From an optimization exercise on the open Yosys and OpenROAD flow, aimed at small area, a short achievable clock period and few clock cycles; shortcuts taken in it are not production practice.
Function not checked in this run: the RTL went through the layout flow alone.

## config.mk

```make
export PLATFORM = sky130hd
export DESIGN_NAME = dither_core
export DESIGN_NICKNAME = dither_core
export VERILOG_FILES = /design/flow/design.v
export SDC_FILE = /design/flow/constraint.sdc
export NUM_CORES = 4
export LEC_CHECK = 0
export CAP_MARGIN = 20
export CORE_MARGIN = 2
export CORE_UTILIZATION = 40
export PLACE_DENSITY = 0.6
export SLEW_MARGIN = 20
```

## constraint.sdc

```tcl
create_clock -name core_clock -period 40.0 [get_ports {clk}]
set_input_delay 8.0000 -clock core_clock [delete_from_list [all_inputs] [get_ports {clk}]]
set_output_delay 8.0000 -clock core_clock [all_outputs]
set_load 0.01 [all_outputs]
```

## design.v

```verilog
module dither_core (
    input             clk,
    input             rst,
    input             reg_we,
    input      [2:0]  reg_addr,
    input      [31:0] reg_wdata,
    output reg [31:0] reg_rdata,
    output     [31:0] src_addr,
    input      [7:0]  src_data,
    output     [31:0] dst_raddr,
    input      [7:0]  dst_rdata,
    output            dst_we,
    output     [31:0] dst_waddr,
    output     [7:0]  dst_wdata,
    output            rnd_take,
    input      [8:0]  rnd_data
);
    localparam OP_FIXTHR   = 4'h1;
    localparam OP_NOISETHR = 4'h2;
    localparam OP_RANDOM   = 4'h3;
    localparam OP_PATTERN  = 4'h4;
    localparam OP_ORDERED  = 4'h5;
    localparam OP_SIMPLEED = 4'h6;
    localparam OP_FSED     = 4'h7;
    localparam OP_SATADD   = 4'h8;
    localparam OP_TMRD     = 4'h9;
    localparam OP_PBRD     = 4'hA;
    localparam OP_CMPTHR   = 4'hB;
    localparam E_NONE       = 3'd0;
    localparam E_ILLEGAL    = 3'd1;
    localparam E_SELECTOR   = 3'd2;
    localparam E_DEGENERATE = 3'd3;
    localparam E_INDEX      = 3'd4;
    localparam S_IDLE = 4'd0;
    localparam S_SEED = 4'd1;
    localparam S_PIX  = 4'd2;
    localparam S_SED0 = 4'd3;
    localparam S_SED1 = 4'd4;
    localparam S_FS0  = 4'd5;
    localparam S_FS1  = 4'd6;
    localparam S_FS2  = 4'd7;
    localparam S_FS3  = 4'd8;
    localparam S_FS4  = 4'd9;
    localparam S_PR   = 4'd10;
    localparam S_PW   = 4'd11;
    localparam S_FIN  = 4'd12;
    function [7:0] sat_add;
        input [7:0] base;
        input [8:0] delta;
        reg   [9:0] s;
        begin
            s = {2'b00, base} + {delta[8], delta};
            if (s[9])
                sat_add = 8'd0;
            else if (s[8])
                sat_add = 8'd255;
            else
                sat_add = s[7:0];
        end
    endfunction
    function [7:0] tc;
        input [7:0] v;
        input [7:0] t;
        begin
            tc = (v < t) ? 8'd0 : 8'd255;
        end
    endfunction
    function [3:0] mat_side;
        input [2:0] sel;
        begin
            case (sel)
                3'd0:    mat_side = 4'd2;
                3'd1:    mat_side = 4'd4;
                3'd2:    mat_side = 4'd8;
                default: mat_side = 4'd3;
            endcase
        end
    endfunction
    function [6:0] tm;
        input [2:0] sel;
        input [2:0] r;
        input [2:0] c;
        begin
            case (sel)
                3'd0: begin
                    case ({r[0], c[0]})
                        2'b00: tm = 7'd1;
                        2'b01: tm = 7'd3;
                        2'b10: tm = 7'd4;
                        default: tm = 7'd2;
                    endcase
                end
                3'd1: begin
                    case ({r[1:0], c[1:0]})
                        4'h0: tm = 7'd1;  4'h1: tm = 7'd9;  4'h2: tm = 7'd3;  4'h3: tm = 7'd11;
                        4'h4: tm = 7'd13; 4'h5: tm = 7'd5;  4'h6: tm = 7'd15; 4'h7: tm = 7'd7;
                        4'h8: tm = 7'd4;  4'h9: tm = 7'd12; 4'hA: tm = 7'd2;  4'hB: tm = 7'd10;
                        4'hC: tm = 7'd16; 4'hD: tm = 7'd8;  4'hE: tm = 7'd14; default: tm = 7'd6;
                    endcase
                end
                3'd2: begin
                    case ({r, c})
                        6'o00: tm = 7'd1;  6'o01: tm = 7'd33; 6'o02: tm = 7'd9;  6'o03: tm = 7'd41;
                        6'o04: tm = 7'd3;  6'o05: tm = 7'd35; 6'o06: tm = 7'd11; 6'o07: tm = 7'd43;
                        6'o10: tm = 7'd49; 6'o11: tm = 7'd17; 6'o12: tm = 7'd57; 6'o13: tm = 7'd25;
                        6'o14: tm = 7'd51; 6'o15: tm = 7'd19; 6'o16: tm = 7'd59; 6'o17: tm = 7'd27;
                        6'o20: tm = 7'd13; 6'o21: tm = 7'd45; 6'o22: tm = 7'd5;  6'o23: tm = 7'd37;
                        6'o24: tm = 7'd15; 6'o25: tm = 7'd47; 6'o26: tm = 7'd7;  6'o27: tm = 7'd39;
                        6'o30: tm = 7'd61; 6'o31: tm = 7'd29; 6'o32: tm = 7'd53; 6'o33: tm = 7'd21;
                        6'o34: tm = 7'd63; 6'o35: tm = 7'd31; 6'o36: tm = 7'd55; 6'o37: tm = 7'd23;
                        6'o40: tm = 7'd4;  6'o41: tm = 7'd36; 6'o42: tm = 7'd12; 6'o43: tm = 7'd44;
                        6'o44: tm = 7'd2;  6'o45: tm = 7'd34; 6'o46: tm = 7'd10; 6'o47: tm = 7'd42;
                        6'o50: tm = 7'd52; 6'o51: tm = 7'd20; 6'o52: tm = 7'd60; 6'o53: tm = 7'd28;
                        6'o54: tm = 7'd50; 6'o55: tm = 7'd18; 6'o56: tm = 7'd58; 6'o57: tm = 7'd26;
                        6'o60: tm = 7'd16; 6'o61: tm = 7'd48; 6'o62: tm = 7'd8;  6'o63: tm = 7'd40;
                        6'o64: tm = 7'd14; 6'o65: tm = 7'd46; 6'o66: tm = 7'd6;  6'o67: tm = 7'd38;
                        6'o70: tm = 7'd64; 6'o71: tm = 7'd32; 6'o72: tm = 7'd56; 6'o73: tm = 7'd24;
                        6'o74: tm = 7'd62; 6'o75: tm = 7'd30; 6'o76: tm = 7'd54; default: tm = 7'd22;
                    endcase
                end
                3'd3: tm = {3'd0, grow(1'b0, r[1:0], c[1:0])};
                default: tm = {3'd0, grow(1'b1, r[1:0], c[1:0])};
            endcase
        end
    endfunction
    function [3:0] grow;
        input       bank;
        input [1:0] r;
        input [1:0] c;
        begin
            if (!bank) begin
                case ({r, c})
                    4'h0: grow = 4'd8; 4'h1: grow = 4'd3; 4'h2: grow = 4'd4;
                    4'h4: grow = 4'd6; 4'h5: grow = 4'd1; 4'h6: grow = 4'd2;
                    4'h8: grow = 4'd7; 4'h9: grow = 4'd5; default: grow = 4'd9;
                endcase
            end else begin
                case ({r, c})
                    4'h0: grow = 4'd1; 4'h1: grow = 4'd7; 4'h2: grow = 4'd4;
                    4'h4: grow = 4'd5; 4'h5: grow = 4'd8; 4'h6: grow = 4'd3;
                    4'h8: grow = 4'd6; 4'h9: grow = 4'd2; default: grow = 4'd9;
                endcase
            end
        end
    endfunction
    function [7:0] pb;
        input       bank;
        input [3:0] k;
        input [1:0] r;
        input [1:0] c;
        begin
            pb = (grow(bank, r, c) <= k) ? 8'd255 : 8'd0;
        end
    endfunction
    function [8:0] fs_frac;
        input [3:0] k;
        input [8:0] e;
        reg signed [12:0] p;
        reg signed [12:0] q;
        begin
            p = $signed({{4{e[8]}}, e}) * $signed({9'd0, k});
            if (p < 0)
                q = -((-p) >>> 4);
            else
                q = p >>> 4;
            fs_frac = q[8:0];
        end
    endfunction
    function [8:0] qerr;
        input [7:0] v;
        begin
            if (v < 8'd127)
                qerr = {1'b0, v};
            else
                qerr = {1'b0, v} - 9'd255;
        end
    endfunction
    function [3:0] bucket;
        input [11:0] s;
        begin
            if      (s <= 12'd225)  bucket = 4'd0;
            else if (s <= 12'd450)  bucket = 4'd1;
            else if (s <= 12'd675)  bucket = 4'd2;
            else if (s <= 12'd900)  bucket = 4'd3;
            else if (s <= 12'd1125) bucket = 4'd4;
            else if (s <= 12'd1350) bucket = 4'd5;
            else if (s <= 12'd1575) bucket = 4'd6;
            else if (s <= 12'd1800) bucket = 4'd7;
            else if (s <= 12'd2025) bucket = 4'd8;
            else                    bucket = 4'd9;
        end
    endfunction
    reg [31:0] cmd;
    reg [15:0] width;
    reg [15:0] height;
    reg [7:0]  res;
    reg        busy, done, err, ovr;
    reg [2:0]  code;
    reg [3:0]  state;
    reg [15:0] px, py;         
    reg [31:0] addr;           
    reg [31:0] wrow;           
    reg [8:0]  err_r;          
    reg [11:0] psum;           
    reg [3:0]  pk;             
    reg [1:0]  pr, pc;         
    wire [3:0] op   = cmd[3:0];
    wire [2:0] sel  = cmd[6:4];
    wire [3:0] w_op = reg_wdata[3:0];
    reg [31:0] w_mask;
    reg        w_legal;
    always @(*) begin
        w_legal = 1'b1;
        case (w_op)
            OP_FIXTHR:   w_mask = 32'hFFFF_00FF;
            OP_NOISETHR: w_mask = 32'hFF00_00FF;
            OP_RANDOM:   w_mask = 32'hFFFF_FFFF;
            OP_PATTERN:  w_mask = 32'hFFFF_FF8F;
            OP_ORDERED:  w_mask = 32'hFFFF_FF8F;
            OP_SIMPLEED: w_mask = 32'hFFFF_FFFF;
            OP_FSED:     w_mask = 32'hFFFF_FFFF;
            OP_SATADD:   w_mask = 32'hFE00_00FF;
            OP_TMRD:     w_mask = 32'hFF00_008F;
            OP_PBRD:     w_mask = 32'hFFF0_F08F;
            OP_CMPTHR:   w_mask = 32'hFF00_00FF;
            default: begin
                w_mask  = 32'hFFFF_FFFF;
                w_legal = 1'b0;
            end
        endcase
        if ((reg_wdata & w_mask) != {28'd0, w_op})
            w_legal = 1'b0;
    end
    wire [2:0] w_sel   = reg_wdata[6:4];
    wire [7:0] w_f1    = reg_wdata[15:8];
    wire [7:0] w_f2    = reg_wdata[23:16];
    wire [8:0] w_delta = reg_wdata[24:16];
    wire [3:0] w_idx   = reg_wdata[11:8];
    wire [1:0] w_r     = reg_wdata[17:16];
    wire [1:0] w_c     = reg_wdata[19:18];
    wire [3:0] w_n     = mat_side(w_sel);
    wire [7:0] w_row   = w_f1 % w_n;
    wire [7:0] w_col   = w_f2 % w_n;
    wire       w_filter = (w_op >= OP_FIXTHR) && (w_op <= OP_FSED);
    wire [7:0]  thr_t   = cmd[15:8];
    wire [3:0]  ord_n   = mat_side(sel);
    wire [15:0] ord_x   = px % ord_n;
    wire [15:0] ord_y   = py % ord_n;
    wire [6:0]  ord_e   = tm(sel, ord_y[2:0], ord_x[2:0]);
    wire [14:0] ord_prod = src_data * (ord_n * ord_n);
    wire [14:0] ord_s   = ord_prod / 15'd255;
    wire signed [10:0] noisy = $signed({3'b000, src_data}) + $signed({{2{rnd_data[8]}}, rnd_data});
    reg [7:0] pix_out;
    always @(*) begin
        case (op)
            OP_NOISETHR: pix_out = (noisy < $signed({3'b000, thr_t})) ? 8'd0 : 8'd255;
            OP_RANDOM:   pix_out = tc(src_data, rnd_data[7:0]);
            OP_ORDERED:  pix_out = (ord_s < {8'd0, ord_e}) ? 8'd0 : 8'd255;
            default:     pix_out = tc(src_data, thr_t);
        endcase
    end
    wire last_col = (px == width - 16'd1);
    wire last_row = (py == height - 16'd1);
    wire fs_diffuses = !last_row && (px != 16'd0) && !last_col;
    wire [16:0] px2 = {1'b0, px} + 17'd2;
    wire [16:0] py2 = {1'b0, py} + 17'd2;
    wire win_next_x = (px2 + 17'd2 <= {1'b0, width});
    wire win_next_y = (py2 + 17'd2 <= {1'b0, height});
    reg [31:0] raddr_c;
    reg        we_c;
    reg [31:0] waddr_c;
    reg [7:0]  wdata_c;
    wire [31:0] w32 = {16'd0, width};
    always @(*) begin
        raddr_c = addr;
        we_c    = 1'b0;
        waddr_c = addr;
        wdata_c = 8'd0;
        case (state)
            S_SEED: begin
                we_c    = 1'b1;
                wdata_c = src_data;
            end
            S_PIX: begin
                we_c    = 1'b1;
                wdata_c = pix_out;
            end
            S_SED0, S_FS0: begin
                we_c    = 1'b1;
                wdata_c = (dst_rdata < 8'd127) ? 8'd0 : 8'd255;
            end
            S_SED1: begin
                raddr_c = addr + 32'd1;
                waddr_c = raddr_c;
                we_c    = 1'b1;
                wdata_c = sat_add(dst_rdata, err_r);
            end
            S_FS1: begin
                raddr_c = addr + 32'd1;
                waddr_c = raddr_c;
                we_c    = 1'b1;
                wdata_c = sat_add(dst_rdata, fs_frac(4'd7, err_r));
            end
            S_FS2: begin
                raddr_c = addr + w32;
                waddr_c = raddr_c;
                we_c    = 1'b1;
                wdata_c = sat_add(dst_rdata, fs_frac(4'd5, err_r));
            end
            S_FS3: begin
                raddr_c = addr + w32 - 32'd1;
                waddr_c = raddr_c;
                we_c    = 1'b1;
                wdata_c = sat_add(dst_rdata, fs_frac(4'd3, err_r));
            end
            S_FS4: begin
                raddr_c = addr + w32 + 32'd1;
                waddr_c = raddr_c;
                we_c    = 1'b1;
                wdata_c = sat_add(dst_rdata, fs_frac(4'd1, err_r));
            end
            S_PW: begin
                we_c    = 1'b1;
                wdata_c = pb(sel[0], pk, pr, pc);
            end
            default: ;
        endcase
    end
    assign src_addr  = addr;
    assign dst_raddr = raddr_c;
    assign dst_we    = we_c;
    assign dst_waddr = waddr_c;
    assign dst_wdata = wdata_c;
    assign rnd_take  = (state == S_PIX) && ((op == OP_NOISETHR) || (op == OP_RANDOM));
    always @(*) begin
        case (reg_addr)
            3'd0:    reg_rdata = cmd;
            3'd1:    reg_rdata = {25'd0, code, ovr, err, done, busy};
            3'd2:    reg_rdata = {16'd0, width};
            3'd3:    reg_rdata = {16'd0, height};
            3'd4:    reg_rdata = {24'd0, res};
            default: reg_rdata = 32'd0;
        endcase
    end
    task pat_advance;
        begin
            if (win_next_x) begin
                px   <= px2[15:0];
                wrow <= wrow + 32'd2;
                addr <= wrow + 32'd2;
                state <= S_PR;
            end else if (win_next_y) begin
                px   <= 16'd1;
                py   <= py2[15:0];
                wrow <= wrow - {16'd0, px} + 32'd1 + w32 + w32;
                addr <= wrow - {16'd0, px} + 32'd1 + w32 + w32;
                state <= S_PR;
            end else begin
                state <= S_FIN;
            end
            pr   <= 2'd0;
            pc   <= 2'd0;
            psum <= 12'd0;
        end
    endtask
    task pix_advance;
        input [3:0] next_state;
        begin
            if (last_col) begin
                px <= 16'd0;
                if (last_row)
                    state <= S_FIN;
                else begin
                    py    <= py + 16'd1;
                    state <= next_state;
                end
            end else begin
                px    <= px + 16'd1;
                state <= next_state;
            end
            addr <= addr + 32'd1;
        end
    endtask
    always @(posedge clk) begin
        if (rst) begin
            cmd    <= 32'd0;
            width  <= 16'd0;
            height <= 16'd0;
            res    <= 8'd0;
            busy   <= 1'b0;
            done   <= 1'b0;
            err    <= 1'b0;
            ovr    <= 1'b0;
            code   <= E_NONE;
            state  <= S_IDLE;
            px     <= 16'd0;
            py     <= 16'd0;
            addr   <= 32'd0;
            wrow   <= 32'd0;
            err_r  <= 9'd0;
            psum   <= 12'd0;
            pk     <= 4'd0;
            pr     <= 2'd0;
            pc     <= 2'd0;
        end else begin
            if (reg_we) begin
                case (reg_addr)
                    3'd0: begin
                        if (busy) begin
                            ovr <= 1'b1;
                        end else begin
                            cmd  <= reg_wdata;
                            done <= 1'b0;
                            err  <= 1'b0;
                            code <= E_NONE;
                            ovr  <= 1'b0;
                            if (!w_legal) begin
                                err <= 1'b1; code <= E_ILLEGAL; done <= 1'b1;
                            end else if (!w_filter) begin
                                case (w_op)
                                    OP_SATADD: begin
                                        res  <= sat_add(w_f1, w_delta);
                                        done <= 1'b1;
                                    end
                                    OP_CMPTHR: begin
                                        res  <= tc(w_f2, w_f1);
                                        done <= 1'b1;
                                    end
                                    OP_TMRD: begin
                                        if (w_sel > 3'd4) begin
                                            err <= 1'b1; code <= E_SELECTOR; done <= 1'b1;
                                        end else begin
                                            res  <= {1'b0, tm(w_sel, w_row[2:0], w_col[2:0])};
                                            done <= 1'b1;
                                        end
                                    end
                                    default: begin  
                                        if (w_sel > 3'd1) begin
                                            err <= 1'b1; code <= E_SELECTOR; done <= 1'b1;
                                        end else if (w_idx > 4'd9 || w_r == 2'd3 || w_c == 2'd3) begin
                                            err <= 1'b1; code <= E_INDEX; done <= 1'b1;
                                        end else begin
                                            res  <= pb(w_sel[0], w_idx, w_r, w_c);
                                            done <= 1'b1;
                                        end
                                    end
                                endcase
                            end else begin
                                if ((w_op == OP_PATTERN && w_sel > 3'd1) ||
                                    (w_op == OP_ORDERED && w_sel > 3'd4)) begin
                                    err <= 1'b1; code <= E_SELECTOR; done <= 1'b1;
                                end else if (width == 16'd0 || height == 16'd0) begin
                                    err <= 1'b1; code <= E_DEGENERATE; done <= 1'b1;
                                end else begin
                                    busy  <= 1'b1;
                                    state <= S_SEED;
                                    px    <= 16'd0;
                                    py    <= 16'd0;
                                    addr  <= 32'd0;
                                end
                            end
                        end
                    end
                    3'd2: begin
                        if (busy) ovr <= 1'b1;
                        else      width <= reg_wdata[15:0];
                    end
                    3'd3: begin
                        if (busy) ovr <= 1'b1;
                        else      height <= reg_wdata[15:0];
                    end
                    default: ;
                endcase
            end
            case (state)
                S_SEED: begin
                    if (last_col && last_row) begin
                        px <= 16'd0;
                        py <= 16'd0;
                        addr <= 32'd0;
                        case (op)
                            OP_SIMPLEED: state <= S_SED0;
                            OP_FSED:     state <= S_FS0;
                            OP_PATTERN: begin
                                px   <= 16'd1;
                                py   <= 16'd1;
                                wrow <= 32'd0;
                                pr   <= 2'd0;
                                pc   <= 2'd0;
                                psum <= 12'd0;
                                if (width < 16'd3 || height < 16'd3)
                                    state <= S_FIN;
                                else
                                    state <= S_PR;
                            end
                            default:     state <= S_PIX;
                        endcase
                    end else begin
                        if (last_col) begin
                            px <= 16'd0;
                            py <= py + 16'd1;
                        end else begin
                            px <= px + 16'd1;
                        end
                        addr <= addr + 32'd1;
                    end
                end
                S_PIX: pix_advance(S_PIX);
                S_SED0: begin
                    err_r <= qerr(dst_rdata);
                    if (!last_col)
                        state <= S_SED1;
                    else
                        pix_advance(S_SED0);
                end
                S_SED1: pix_advance(S_SED0);
                S_FS0: begin
                    err_r <= qerr(dst_rdata);
                    if (fs_diffuses)
                        state <= S_FS1;
                    else
                        pix_advance(S_FS0);
                end
                S_FS1: state <= S_FS2;
                S_FS2: state <= S_FS3;
                S_FS3: state <= S_FS4;
                S_FS4: pix_advance(S_FS0);
                S_PR: begin
                    if (pc == 2'd2) begin
                        pc   <= 2'd0;
                        addr <= addr + w32 - 32'd2;
                        if (pr == 2'd2) begin
                            pr    <= 2'd0;
                            pk    <= bucket(psum + {4'd0, src_data});
                            addr  <= wrow;
                            state <= S_PW;
                        end else begin
                            pr <= pr + 2'd1;
                        end
                    end else begin
                        pc   <= pc + 2'd1;
                        addr <= addr + 32'd1;
                    end
                    psum <= psum + {4'd0, src_data};
                end
                S_PW: begin
                    if (pc == 2'd2) begin
                        pc   <= 2'd0;
                        addr <= addr + w32 - 32'd2;
                        if (pr == 2'd2)
                            pat_advance;
                        else
                            pr <= pr + 2'd1;
                    end else begin
                        pc   <= pc + 2'd1;
                        addr <= addr + 32'd1;
                    end
                end
                S_FIN: begin
                    busy  <= 1'b0;
                    done  <= 1'b1;
                    state <= S_IDLE;
                end
                default: ;
            endcase
        end
    end
endmodule
```

## run.sh

```bash
#!/bin/bash
# synth_recipe.tcl (not shown) runs the flow's synth.tcl, then flattens the netlist and writes it again
# the make line also repeats each setting of config.mk as NAME=value (left out here)
make -C /OpenROAD-flow-scripts/flow DESIGN_CONFIG=/design/flow/config.mk WORK_HOME=/design/flow/orfs CLKGATE_MAP_FILE= SYNTH_SCRIPT=/design/flow/synth_recipe.tcl finish
```

==> metrics.cfg <==
[sta]
finalHoldViolCount = 0
setup_viol = 0
hold_ws_ns = 0.452
min_period_ns = 38.34
drv_slew = 0
worst_pin_slew_ns = 1.15
slew_headroom_pct = 22.1
fmax_mhz = 26.1
period_share_pct = 95.8
fin_worst_skew_ns = 0.0314

[route]
via_per_inst = 5.99
drt-initial-drc-count = 4331
routed_wl_um = 165000
vias = 47800
first_pass_iters = 6
drc_errors = 0
drtAntennaViolNets = 0
detail_route.wl_per_cell_um = 20.7

[clock_network]
path_clk_slew_ns = 0.06
numCtsBuffers = 27
htreeDepth = 1
clock_latency_ns = 0.58
cts_sinks = 208
cts_tree = built
clockRootBuffer = clkbuf_16
cts_buffer_depth = 3

[global_routing]
grt.overflow.total = 0
grt_pass1_vias = 44700
grt_usage_pct = 27.3
grt_max_degree = 118
grt_pass1_wl_um = 256000
antenna_found_initial = 2

[worst_setup_path]
r2r_start = px[3]$_SDFF_PP0_
crit_path_max_fanout = 9
reg2reg_slack_ns = 32.49
cp.required_ns = 32.00
cpPeakStageDelay_ns = 0.59
r2r-end = px[11]$_SDFF_PP0_
crit_type = register to output pin
endpoint_kind = output pin
arrival_ns = 30.34
worstRegToRegCells = 29
cp_slowest_cell = or4_4
start_kind = register

[layout]
most-common-layout-cells = 675 x nor2_1, 559 x a21oi_1, 548 x ha_1
layout-drive-gt1-share_pct = 7.76
mostFrequentLayoutCell = nor2_1
n_antenna_cell = 0
nets = 7157
areaGrowthSynthToFinish_pct = 12.6

[floorplanning]
core_area_mm2 = 0.111
start_util_pct = 40.3
die_w_um = 338
die_h_um = 338
ios = 201
rows = 122
dieArea_mm2 = 0.114

[outcome]
status = timing/DRC/antenna clean

[worst_hold_path]
holdPathEnd = cmd[30]$_SDFFE_PP0P_
hp-class = register to register
worstHoldStart = cmd[30]$_SDFFE_PP0P_
worstHoldPathCells = 2

[logic_synthesis]
ys_types = 130
yosysSeqAreaShare_pct = 9.31
synthArstFlopShare_pct = 0
ys.warnings.count = 1
ys_seq_elements = 208
synth_edf_count = 0
syn_inst = 6373
synth_area_mm2 = 0.0447
syn-mean-instance-area_um2 = 7.01
synth_ff_type = dfxtp_1

[run]
drv_cap = 0

[placed_design]
place.gp.congestion = 0.944
dp_hpwl_um = 129000
numPortBuffers = 200

-- per-stage QoR --
step / setup TNS, ns / cells / setup WS (ns) / cell area [um2] / util, %
6_report: 0 / 7983 / 1.66 / 50300 / 45.4
5_1_grt: -1.55 / 7983 / -0.212 / 50300 / 45.4
4_1_cts: 0 / 7927 / 0.0244 / 49400 / 44.6
3_5_place_dp: -4.56 / 7876 / -0.589 / 48200 / 43.5
3_3_place_gp: 0 / 7876 / 0.290 / 48200 / 43.5
2_1_floorplan: 0 / 6382 / 1.98 / 44700 / -
-- worst max-delay path by stage --
stage / from / to / depth (start not counted)
floorplan: cmd[4]$_SDFFE_PP0P_ / dst_wdata[0] / 141
finish: cmd[4]$_SDFFE_PP0P_ / dst_wdata[4] / 141
CTS: cmd[4]$_SDFFE_PP0P_ / dst_wdata[4] / 140
detailed placement: cmd[4]$_SDFFE_PP0P_ / dst_wdata[4] / 139
global placement: cmd[4]$_SDFFE_PP0P_ / dst_wdata[7] / 140
global route: cmd[4]$_SDFFE_PP0P_ / dst_wdata[4] / 147
-- layout make-up --
type | instances | area (um2)
inverter | 432 | 1620
sequential | 208 | 4170
multi-input combinational | 5426 | 38300
timing repair buffer | 383 | 3380
tap | 1488 | 1860
clock inverter | 9 | 203
clock buffer | 37 | 783
fill | 11500 | 60500
-- critical path: cells and delay by family (launching register included) --
family	cells	cell delay, ns
compound gates	72	14.14
fa+ha+maj	15	4.43
buf+inv	8	1.38
flops	1	0.41
mux	4	1.11
simple gates	42	8.21
-- Yosys cell counts (all sizes together) (13+ instances only) --
cell / number / area (um2)
nor2: 694 / 2610
a21oi: 591 / 2980
ha: 550 / 6880
nand2: 527 / 1980
o21ai: 435 / 2180
inv: 428 / 1610
xnor2: 327 / 2870
clkbuf: 258 / 968
dfxtp: 208 / 4160
nor3: 208 / 1050
xor2: 167 / 1470
nand3: 152 / 773
o21a: 100 / 752
mux2i: 99 / 991
and2: 93 / 582
a21o: 92 / 692
o21bai: 82 / 616
a211oi: 76 / 616
nand2b: 73 / 464
a22oi: 72 / 541
fa: 66 / 1320
a31oi: 64 / 400
o211ai: 62 / 475
buf: 58 / 380
nor2b: 57 / 359
nand4: 54 / 338
o31ai: 53 / 417
nor4: 52 / 398
and3: 51 / 319
o22ai: 49 / 307
mux2: 46 / 537
or3: 45 / 287
or2: 41 / 257
a221oi: 40 / 363
a21boi: 31 / 240
o221ai: 28 / 269
a2111oi: 24 / 312
o311ai: 19 / 191
a211o: 17 / 150
a311oi: 17 / 149
nand3b: 17 / 128
nor3b: 17 / 133
nor4b: 14 / 150
o2111ai: 14 / 123
a221o: 13 / 131
-- flip-flops by register name (all words and copies together), names as in the netlist, 2 cells and up --
register,cells
height,16
pc,2
res,8
pr,2
pk,4
py,16
width,16
code,3
wrow,32
px,16
psum,12
addr,32
err_r,9
state,4
cmd,32
-- layer usage --
metal | share of wire (%) | vias to the layer above | track usage [%]
met5 | 0 | - | 0
met4 | 3.0 | 0 | 7.86
met3 | 6.4 | 270 | 2.62
met2 | 46 | 1705 | 45.8
met1 | 45 | 22600 | 36.9
li1 | - | 23200 | -
-- logic make-up (layout without fill, tap and decap cells) --
kind of cell | Yosys count | in the layout | share of synthesized area (%)
buffers and inverters | 748 | 861 | 6.64
other | 2 | 11 | 0.0168
DFF | 208 | 208 | 9.31
and+or+nand+nor | 2150 | 2150 | 23.1
muxes | 145 | 145 | 3.42
xor gates and xnor gates | 494 | 494 | 9.71
adders and majority gates | 618 | 618 | 18.4
AOI/OAI and AO/OA | 2008 | 2008 | 29.4
-- repair_timing --
action                                  4_1_cts  5_1_grt
hold buffers                                  0        0
endpoints found under the setup margin        8        8
endpoints found under the hold margin         0        0
pin swaps                                     5       34
setup buffers                                 5       55
resized for setup                            29      118

static timing again, ports no longer ideal:
In the flow no input, the clock included, has a driving cell. The finished layout below was timed again as built, in two steps.
Step 1, drivers: a clkbuf_16 drives clk and a buf_2 each remaining input, both assumed.
Step 2, shift: input delay + t, output delay - t, t = (earliest + latest rising clock arrival at the registers) / 2. This alone moves slack from input paths to output paths.
Slacks: ideal ports / drivers / drivers and shift; pairs: ideal ports / drivers.
t, ns: 0.636
setup WS [ns]: 1.665 / 1.595 / 2.231
hold WS [ns]: 0.452 / 0.452 / 0.452
After both steps setup and hold are still met in this run. The setup slack of this run moves by -0.070 ns with the drivers and by +0.566 ns with both steps.
